From an optimization exercise on the open Yosys and OpenROAD flow, aimed at small area, a short achievable clock period and few clock cycles; shortcuts taken in it are not production practice.
Only simulation tests tie the RTL to the original design; equivalence was not proved.

<file path="design/flow/run.sh">
#!/bin/bash
# synth_recipe.tcl (not shown) runs the flow's synth.tcl, then flattens the netlist and writes it again
# the make line also repeats each setting of config.mk as NAME=value (left out here)
make -C /OpenROAD-flow-scripts/flow DESIGN_CONFIG=/design/flow/config.mk WORK_HOME=/design/flow/orfs CLKGATE_MAP_FILE= SYNTH_SCRIPT=/design/flow/synth_recipe.tcl finish
</file>
<file path="design/flow/config.mk">
export PLATFORM = sky130hd
export DESIGN_NAME = scrb_line
export DESIGN_NICKNAME = scrb_line
export VERILOG_FILES = /design/flow/design.v
export SDC_FILE = /design/flow/constraint.sdc
export NUM_CORES = 4
export LEC_CHECK = 0
export CAP_MARGIN = 20
export CORE_MARGIN = 2
export CORE_UTILIZATION = 40
export PLACE_DENSITY = 0.6
export SLEW_MARGIN = 20
</file>
<file path="design/flow/constraint.sdc">
create_clock -name core_clock -period 11.0 [get_ports {clk}]
set_input_delay 2.2000 -clock core_clock [delete_from_list [all_inputs] [get_ports {clk}]]
set_output_delay 2.2000 -clock core_clock [all_outputs]
set_load 0.01 [all_outputs]
</file>
<file path="design/flow/design.v">
module scrb_line (
    input  wire        clk,
    input  wire        rst,         
    input  wire        cmd_valid,
    output wire        cmd_ready,
    input  wire [15:0] cmd_x1,      
    input  wire [15:0] cmd_y1,      
    input  wire [15:0] cmd_x2,      
    input  wire [15:0] cmd_y2,      
    input  wire [7:0]  cmd_width,   
    input  wire [10:0] cmd_w,       
    input  wire [10:0] cmd_h,       
    output wire        px_valid,
    input  wire        px_ready,
    output wire [9:0]  px_x,
    output wire [9:0]  px_y,
    output wire        done
);
    function [6:0] isqrt14;
        input [13:0] v;
        reg   [9:0]  rem;
        reg   [9:0]  trial;
        reg   [6:0]  root;
        integer      i;
        begin
            rem  = 10'd0;
            root = 7'd0;
            for (i = 6; i >= 0; i = i - 1) begin
                rem   = {rem[7:0], v[2*i+1], v[2*i]};
                trial = {1'b0, root, 2'b01};
                if (rem >= trial) begin
                    rem  = rem - trial;
                    root = {root[5:0], 1'b1};
                end else begin
                    root = {root[5:0], 1'b0};
                end
            end
            isqrt14 = root;
        end
    endfunction
    localparam [1:0] S_IDLE = 2'd0, S_SET1 = 2'd1, S_SET2 = 2'd2, S_RUN = 2'd3;
    reg [1:0] state;
    reg signed [15:0] x1, y1, x2, y2;
    reg        [7:0]  width;
    reg        [10:0] bw, bh;
    reg        [16:0] dx, dy;
    reg               sx, sy;      
    reg        [6:0]  r, rh;       
    reg               noinner;
    reg        [13:0] r2;          
    reg signed [14:0] u0;          
    reg               wact;        
    reg signed [17:0] wpx;         
    reg signed [18:0] werr;
    reg signed [8:0]  woj;         
    reg        [16:0] wn;          
    reg               cap;         
    reg signed [17:0] spx;
    reg signed [18:0] serr;
    reg signed [8:0]  soj;
    reg        [16:0] sn;
    reg signed [16:0] rowy;        
    reg               rowvis;
    reg               p1_pv, p1_eor, p1_z;
    reg signed [11:0] p1_px;
    reg        [13:0] p1_osq;
    reg               p2_pv, p2_eor, p2_z, p2_bv;
    reg signed [11:0] p2_px;
    reg        [6:0]  p2_a, p2_b;
    reg               p3_pv, p3_eor, p3_bv;
    reg signed [11:0] p3_l, p3_h, p3_hl, p3_hh;
    reg               ac_have, ac_hole;
    reg signed [11:0] ac_lo, ac_hi, ac_hlo, ac_hhi;
    reg        [9:0]  ac_y;
    reg               f_v, f_have, f_hole;
    reg signed [11:0] f_lo, f_hi, f_hlo, f_hhi;
    reg        [9:0]  f_y;
    reg               rb_v, rb_v2;
    reg        [9:0]  rb_s1, rb_e1, rb_s2, rb_e2, rb_y;
    reg               e_v, e2_v;
    reg        [9:0]  e_x, e_end, e_y, e2_s, e2_e;
    wire signed [16:0] ddx = {x2[15], x2} - {x1[15], x1};
    wire signed [16:0] ddy = {y2[15], y2} - {y1[15], y1};
    wire        [6:0]  wr  = width[7:1];
    wire signed [16:0] y0_dn = {y1[15], y1} - {10'd0, wr};                        
    wire signed [16:0] y0_up = {y1[15], y1} + {10'd0, (wr == 7'd0) ? 7'd0 : wr - 7'd1};  
    wire signed [16:0] y0    = (y2 > y1) ? y0_dn : y0_up;
    wire signed [16:0] sbh   = {6'd0, bh};
    wire        [6:0]  wm2   = wr - 7'd2;
    wire        [13:0] wm2sq = wm2 * wm2;
    wire y0_past = (y2 > y1) ? (y0 >= sbh) : y0[16];
    wire stall;
    wire signed [8:0]  snr  = -$signed({2'b0, r});
    wire signed [8:0]  srh  = $signed({2'b0, rh});
    wire rel    = (woj >= snr) && (woj <= srh);
    wire capc   = sy ? (woj < srh) : (woj > snr);
    wire cap_now = capc && !cap;
    wire last_pt = (wn == 17'd0);
    wire rowend = !rel || last_pt || (!rowvis && capc);
    wire signed [19:0] e2p = {werr, 1'b0} + $signed({3'd0, dy});
    wire signed [19:0] e2m = {werr, 1'b0} - $signed({3'd0, dx});
    wire stepx = !e2p[19] && (e2p != 20'sd0);
    wire stepy = e2m[19];
    wire signed [18:0] nerr = werr - (stepx ? $signed({2'd0, dy}) : 19'sd0)
                                   + (stepy ? $signed({2'd0, dx}) : 19'sd0);
    wire signed [8:0]  ojadj = sy ? woj + 9'sd1 : woj - 9'sd1;
    wire signed [16:0] nrowy = sy ? rowy + 17'sd1 : rowy - 17'sd1;
    wire nrow_past = sy ? (nrowy >= sbh) : nrowy[16];
    wire nrow_vis  = !nrowy[16] && (nrowy < sbh);
    wire signed [11:0] px_sat = (wpx < -18'sd256)  ? -12'sd256 :
                                (wpx >  18'sd1280) ?  12'sd1280 : wpx[11:0];
    wire [7:0] ojmag = woj[8] ? -woj[7:0] : woj[7:0];
    wire        [13:0] t2 = r2 - p1_osq;
    wire signed [15:0] u2 = $signed({u0[14], u0}) - $signed({2'b0, p1_osq});
    wire        [6:0]  a2 = isqrt14(t2);
    wire        [6:0]  b2 = isqrt14(u2[13:0]);
    wire        [6:0]  ar = p2_z ? rh : p2_a;
    wire signed [11:0] c_lo  = (ac_have && ac_lo  < p3_l)  ? ac_lo  : p3_l;
    wire signed [11:0] c_hi  = (ac_have && ac_hi  > p3_h)  ? ac_hi  : p3_h;
    wire signed [11:0] c_hlo = (ac_have && ac_hlo > p3_hl) ? ac_hlo : p3_hl;
    wire signed [11:0] c_hhi = (ac_have && ac_hhi < p3_hh) ? ac_hhi : p3_hh;
    wire               c_hole = (ac_have ? ac_hole : 1'b1) && p3_bv;
    wire sel_lo = !p3_pv;    
    wire signed [11:0] n_lo  = sel_lo ? ac_lo  : c_lo;
    wire signed [11:0] n_hi  = sel_lo ? ac_hi  : c_hi;
    wire signed [11:0] n_hlo = sel_lo ? ac_hlo : c_hlo;
    wire signed [11:0] n_hhi = sel_lo ? ac_hhi : c_hhi;
    wire               n_hole = sel_lo ? ac_hole : c_hole;
    wire               n_have = ac_have || p3_pv;
    wire signed [11:0] sbw1 = {1'b0, bw} - 12'sd1;
    wire signed [11:0] cs   = f_lo[11] ? 12'sd0 : f_lo;
    wire signed [11:0] ce   = (f_hi > sbw1) ? sbw1 : f_hi;
    wire               hole = f_hole && (f_hlo <= f_hhi);
    wire signed [11:0] s1e  = (hole && (f_hlo - 12'sd1 < ce)) ? f_hlo - 12'sd1 : ce;
    wire signed [11:0] s2s  = (hole && (f_hhi + 12'sd1 > cs)) ? f_hhi + 12'sd1 : cs;
    wire               v1   = f_have && (cs <= s1e);
    wire               v2   = f_have && hole && (s2s <= ce);
    assign stall = f_v && rb_v;
    wire fire     = e_v && px_ready;
    wire seg_over = !e_v || (fire && (e_x == e_end));
    wire take_rb  = seg_over && !e2_v && rb_v;
    wire all_empty = !wact && !p1_pv && !p1_eor && !p2_pv && !p2_eor &&
                     !p3_pv && !p3_eor && !f_v && !rb_v && !e_v && !e2_v;
    wire fin = (state == S_RUN) && all_empty;
    assign cmd_ready = (state == S_IDLE) || fin;
    assign done      = fin;
    assign px_valid  = e_v;
    assign px_x      = e_x;
    assign px_y      = e_y;
    always @(posedge clk) begin
        if (cmd_ready) begin
            x1    <= cmd_x1;
            y1    <= cmd_y1;
            x2    <= cmd_x2;
            y2    <= cmd_y2;
            width <= cmd_width;
            bw    <= cmd_w;
            bh    <= cmd_h;
        end
        if (state == S_SET1) begin
            dx      <= ddx[16] ? -ddx : ddx;
            dy      <= ddy[16] ? -ddy : ddy;
            sx      <= x2 > x1;
            sy      <= y2 > y1;
            r       <= wr;
            rh      <= (wr == 7'd0) ? 7'd0 : wr - 7'd1;
            noinner <= ((x1 == x2) && (y1 == y2)) || (wr < 7'd3);
            r2      <= wr * wr;
            u0      <= $signed({1'b0, wm2sq}) - 15'sd1;
            rowy    <= y0;
            rowvis  <= !y0[16] && (y0 < sbh);
            ac_y    <= (y2 > y1) ? (y0[16] ? 10'd0 : y0[9:0])
                                 : ((y0 >= sbh) ? bh[9:0] - 10'd1 : y0[9:0]);
        end
        if (state == S_SET1) begin
            wpx  <= {{2{x1[15]}}, x1};
            woj  <= (y2 > y1) ? -$signed({2'b0, wr}) : $signed({2'b0, ((wr == 7'd0) ? 7'd0 : wr - 7'd1)});
            cap  <= 1'b0;
        end
        if (state == S_SET2) begin
            werr <= $signed({2'b0, dx}) - $signed({2'b0, dy});
            wn   <= (dx > dy) ? dx : dy;
        end
        if (state == S_RUN && wact && !stall) begin
            if (cap_now) begin
                spx  <= wpx;
                serr <= werr;
                soj  <= ojadj;
                sn   <= wn;
            end
            if (rowend) begin
                cap    <= 1'b0;
                rowy   <= nrowy;
                rowvis <= nrow_vis;
                if (cap_now) begin
                    woj  <= ojadj;
                end else begin
                    wpx  <= spx;
                    werr <= serr;
                    woj  <= soj;
                    wn   <= sn;
                end
            end else begin
                if (cap_now) cap <= 1'b1;
                if (stepx) wpx <= sx ? wpx + 18'sd1 : wpx - 18'sd1;
                if (stepy) woj <= sy ? woj - 9'sd1 : woj + 9'sd1;
                werr <= nerr;
                wn   <= wn - 17'd1;
            end
        end
        if (!stall) begin
            p1_px  <= px_sat;
            p1_osq <= ojmag[6:0] * ojmag[6:0];
            p1_z   <= (woj == 9'sd0);
            p2_px  <= p1_px;
            p2_z   <= p1_z;
            p2_a   <= a2;
            p2_b   <= b2;
            p2_bv  <= !noinner && !u2[15];
            p3_l   <= p2_px - $signed({5'd0, p2_a});
            p3_h   <= p2_px + $signed({5'd0, ar});
            p3_hl  <= p2_px - $signed({5'd0, p2_b});
            p3_hh  <= p2_px + $signed({5'd0, p2_b});
            p3_bv  <= p2_bv;
            if (p3_eor) begin
                f_lo   <= n_lo;
                f_hi   <= n_hi;
                f_hlo  <= n_hlo;
                f_hhi  <= n_hhi;
                f_hole <= n_hole;
                f_have <= n_have;
                f_y    <= ac_y;
                ac_y   <= sy ? ac_y + 10'd1 : ac_y - 10'd1;
            end else begin
                ac_lo   <= n_lo;
                ac_hi   <= n_hi;
                ac_hlo  <= n_hlo;
                ac_hhi  <= n_hhi;
                ac_hole <= n_hole;
            end
        end
        if (f_v && !rb_v) begin
            rb_s1 <= v1 ? cs[9:0] : s2s[9:0];
            rb_e1 <= v1 ? s1e[9:0] : ce[9:0];
            rb_s2 <= s2s[9:0];
            rb_e2 <= ce[9:0];
            rb_y  <= f_y;
        end
        if (seg_over) begin
            if (e2_v) begin
                e_x   <= e2_s;
                e_end <= e2_e;
            end else begin
                e_x   <= rb_s1;
                e_end <= rb_e1;
                e_y   <= rb_y;
                e2_s  <= rb_s2;
                e2_e  <= rb_e2;
            end
        end else if (fire) begin
            e_x <= e_x + 10'd1;
        end
        if (rst) begin
            state   <= S_IDLE;
            wact    <= 1'b0;
            p1_pv   <= 1'b0; p1_eor <= 1'b0;
            p2_pv   <= 1'b0; p2_eor <= 1'b0;
            p3_pv   <= 1'b0; p3_eor <= 1'b0;
            ac_have <= 1'b0;
            f_v     <= 1'b0;
            rb_v    <= 1'b0; rb_v2 <= 1'b0;
            e_v     <= 1'b0; e2_v  <= 1'b0;
        end else begin
            case (state)
                S_IDLE: if (cmd_valid) state <= S_SET1;
                S_SET1: state <= S_SET2;
                S_SET2: begin
                    state <= S_RUN;
                    wact  <= (width != 8'd0) && !y0_past_r;
                end
                S_RUN: begin
                    if (all_empty) state <= cmd_valid ? S_SET1 : S_IDLE;
                    if (wact && !stall && rowend && (!(cap || cap_now) || nrow_past))
                        wact <= 1'b0;
                end
                default: state <= S_IDLE;
            endcase
            if (!stall) begin
                p1_pv   <= (state == S_RUN) && wact && rel && rowvis;
                p1_eor  <= (state == S_RUN) && wact && rowend && rowvis;
                p2_pv   <= p1_pv;  p2_eor <= p1_eor;
                p3_pv   <= p2_pv;  p3_eor <= p2_eor;
                ac_have <= p3_eor ? 1'b0 : n_have;
            end
            f_v <= stall || p3_eor;
            if (f_v && !rb_v) begin
                rb_v  <= v1 || v2;
                rb_v2 <= v1 && v2;
            end
            if (seg_over) begin
                if (e2_v) begin
                    e_v  <= 1'b1;
                    e2_v <= 1'b0;
                end else if (rb_v) begin
                    e_v  <= 1'b1;
                    e2_v <= rb_v2;
                    rb_v <= 1'b0;
                end else begin
                    e_v  <= 1'b0;
                end
            end
        end
    end
    reg y0_past_r;
    always @(posedge clk) if (state == S_SET1) y0_past_r <= y0_past;
endmodule
</file>
==> flow_metrics.env <==
export IMPL_status="timing/DRC/antenna clean"
export IMPL_r2r_end="p2_a[0]$_DFFE_PN_"
export IMPL_place_ws_ns=-0.197
export IMPL_rr_worst_depth=51
export IMPL_relSlewSlack_pct=23.2
export IMPL_avgSynthCellArea_um2=9.94
export IMPL_cts_tree="yes"
export IMPL_setup_tns_ns=0
export IMPL_final_common_cell="edfxtp_1"
export IMPL_die_w_um=347
export IMPL_cpPeakStageDelay_ns=0.40
export IMPL_finalClockSkew_ns=0.0397
export IMPL_layout_drive_gt1_share_pct=8.91
export IMPL_wl_per_cell_um=18.7
export IMPL_grt_max_degree=72
export IMPL_min_path_cells=0
export IMPL_setup_viol=0
export IMPL_fp_row_count=125
export IMPL_core_area_mm2=0.116
export IMPL_htree_levels=3
export IMPL_die_height_um=347
export IMPL_nFillCells=11000
export IMPL_antenna_found_initial=1
export IMPL_hp_class="flip-flop to flip-flop"
export IMPL_hold_viol=0
export IMPL_multi_input_area_mm2=0.0265
export IMPL_synth_top_area_share_pct=34.8
export IMPL_grt_pass1_wl_um=190000
export IMPL_layout_nets=5599
export IMPL_synth_cell_types=115
export IMPL_routed_wl_um=121000
export IMPL_worstMarginPinSlew_ns=1.15
export IMPL_ys_seq_area_share_pct=39.3
export IMPL_grt_pass1_vias=33900
export IMPL_dr_pass1_iters=6
export IMPL_cts_buffers_inserted=78
export IMPL_path_buf_inv=5
export IMPL_post_synth_top_area_cell="edfxtp_1"
export IMPL_yosys_warnings=1
export IMPL_ant_nets=0
export IMPL_clockBufferDepth=3
export IMPL_cp_required_ns=11.39
export IMPL_drt_iter0_drc=2444
export IMPL_slowest_stage="or3_1"
export IMPL_path_clk_slew_ns=0.07
export IMPL_place_congestion=0.902
export IMPL_syn_area_mm2=0.0470
export IMPL_synth_nets=5434
export IMPL_dp_hpwl_um=91400
export IMPL_synth_edff_count=545
export IMPL_synth_area_top_cells="edfxtp_1 35%, ha_1 14%, dfxtp_1 4.6%"
export IMPL_ys_ff_latch=652
export IMPL_clock_sinks=652
export IMPL_register_area_mm2=0.0185
export IMPL_worst_path_most_repeated_cell="ha_1"
export IMPL_cp_end_kind="flip-flop"
export IMPL_crit_type="flip-flop to flip-flop"
export IMPL_cp_endpoint="p2_a[0]$_DFFE_PN_"
export IMPL_crit_family="compound AO/OA/AOI/OAI gates"
export IMPL_drt_vias_per_instance=5.37
export IMPL_syn_inst=4735
export IMPL_holdWs_ns=0.408
export IMPL_dr_total_vias=34800
export IMPL_maxSlewViolCount=0
export IMPL_areaGrowthSynthToFinish_pct=13.6
export IMPL_cap_violations=0
export IMPL_r2r_start="r[0]$_DFFE_PP_"
export IMPL_start_util_pct=40.4
export IMPL_ctsRootBufferMaster="clkbuf_16"
export IMPL_final_setup_worst_slack_ns=0.489
export IMPL_period_needed_ns=10.51
export IMPL_dieArea_mm2=0.120
export IMPL_drc_errors=0
export IMPL_max_freq_mhz=95.1
export IMPL_portBuffers=120
export IMPL_utilization_pct=45.9
export IMPL_fin_crit_sh_pct=95.6
export IMPL_ios=121
export IMPL_startpoint_type="flip-flop"
export IMPL_gr_total_overflow=0
export IMPL_synthFlopType="edfxtp_1"
export IMPL_cp_arrival_ns=10.90
export IMPL_async_reset_ff_share_pct=0
export IMPL_clock_latency_ns=0.67
export IMPL_layout_common_cells="545 x edfxtp_1, 508 x ha_1, 504 x inv_1, 331 x nand2_1, 329 x nor2_1"
export IMPL_crit_fanout=7
export IMPL_cp_num_cells=51
export IMPL_r2r_slack_ns=0.49
export IMPL_startpoint="r[0]$_DFFE_PP_"
export IMPL_track_usage_pct=19.7
==> cell type report <==
cell class | instances | share of cell area [%]
antenna | 2 | 0.00937
clock buffer | 96 | 3.86
clock inverter | 47 | 1.10
inverter | 512 | 3.61
multi-input combinational | 3437 | 49.5
sequential | 652 | 34.6
tap | 1524 | 3.57
timing repair buffer | 219 | 3.68
==> per-stage QoR <==
step | std cells | cell area [um^2]
after global routing | 6487 | 53400
final | 6489 | 53400
after floorplan | 4735 | 47100
after CTS | 6472 | 53000
after detailed placement | 6328 | 50300
after global placement | 6328 | 50300
==> metal layers <==
metal / routed length (um) / GRT usage, % / vias to the layer above
li1: - / - / 17300
met1: 57000 / 27.5 / 16600
met2: 56000 / 32.5 / 724
met3: 5020 / 2.19 / 170
met4: 2990 / 5.49 / 2
met5: 12 / 0 / -
==> worst register-to-register path: cells and delay by family, from the launching register on <==
kind | cells | cell delay (ns)
and+or+nand+nor | 15 | 2.44
DFF | 1 | 0.38
buffers and inverters | 5 | 0.58
adders and majority gates | 8 | 2.15
muxes | 5 | 1.16
AOI/OAI and AO/OA | 18 | 3.54
==> worst min-delay path by stage <==
stage	start	endpoint	slack, ns
floorplan	rb_e2[0]$_DFFE_PP_	e2_e[0]$_DFFE_PP_	0.40
global placement	rb_e2[4]$_DFFE_PP_	e2_e[4]$_DFFE_PP_	0.40
detailed placement	rb_e2[0]$_DFFE_PP_	e2_e[0]$_DFFE_PP_	0.40
CTS	p1_z$_DFFE_PN_	p2_z$_DFFE_PN_	0.41
global route	rb_e2[6]$_DFFE_PP_	e2_e[6]$_DFFE_PP_	0.41
finish	p1_z$_DFFE_PN_	p2_z$_DFFE_PN_	0.41
==> flip-flops by register name (all words and copies together), names as in the netlist, 17 cells and up <==
signal  count
werr       19
rowy       17
wpx        18
spx        18
dy         17
sn         17
wn         17
dx         17
serr       19
==> cells in the mapped netlist, types with 80 or more instances <==
cell	n
nand2_1	333
edfxtp_1	545
a21o_1	80
dfxtp_1	107
a21oi_1	262
ha_1	522
nor3_1	86
o21ai_0	261
mux2i_1	94
nor2_1	334
xor2_1	116
o21a_1	90
inv_1	507
xnor2_1	223
clkbuf_1	107
==> kinds of logic (layout without fill, tap and decap cells) <==
| group | Yosys count | in the layout | share of synthesized area [%] |
|---|---|---|---|
| buf+inv | 646 | 874 | 5.27 |
| simple gates | 1234 | 1234 | 12.7 |
| xor+xnor | 341 | 341 | 6.41 |
| compound gates | 1084 | 1084 | 15.0 |
| fa+ha+maj | 601 | 601 | 17.2 |
| mux | 176 | 176 | 3.99 |
| other cells | 1 | 3 | 0.00797 |
| flops | 652 | 652 | 39.3 |
==> what timing repair did <==
| item | in CTS | in global routing |
|---|---|---|
| gates resized for setup | 9 | 65 |
| buffers inserted | 1 | 15 |
| hold buffers | 0 | 0 |
| pin swaps | 2 | 21 |
| endpoints found under the hold margin | 0 | 0 |
| endpoints found under the setup margin | 2 | 2 |
Testbench counts, summed over its fixed seeds: cycles 386,125.

separate check: timing with driven ports:
Ports are ideal in the flow. The routed layout listed here was re-timed in OpenROAD.
Step 1, drivers: a clkbuf_16 drives clk and a buf_2 each remaining input, both assumed.
Step 2 adds t to the input delays and takes it off the output delays; t is the mean of the earliest and latest rising clock arrival at the registers after step 1. Input paths then give back, and output paths get back, about the clock's delay inside the block.
Slacks: no drivers / after step 1 / after step 2; pairs: no drivers / after step 1.
t, ns: 0.726
setup WS [ns]: 0.489 / 0.489 / 0.489
cell pins on the clock port's net: 1
After both steps setup and hold are still met in this run. The setup slack of this run moves by 0.000 ns with the drivers and by 0.000 ns with both steps.
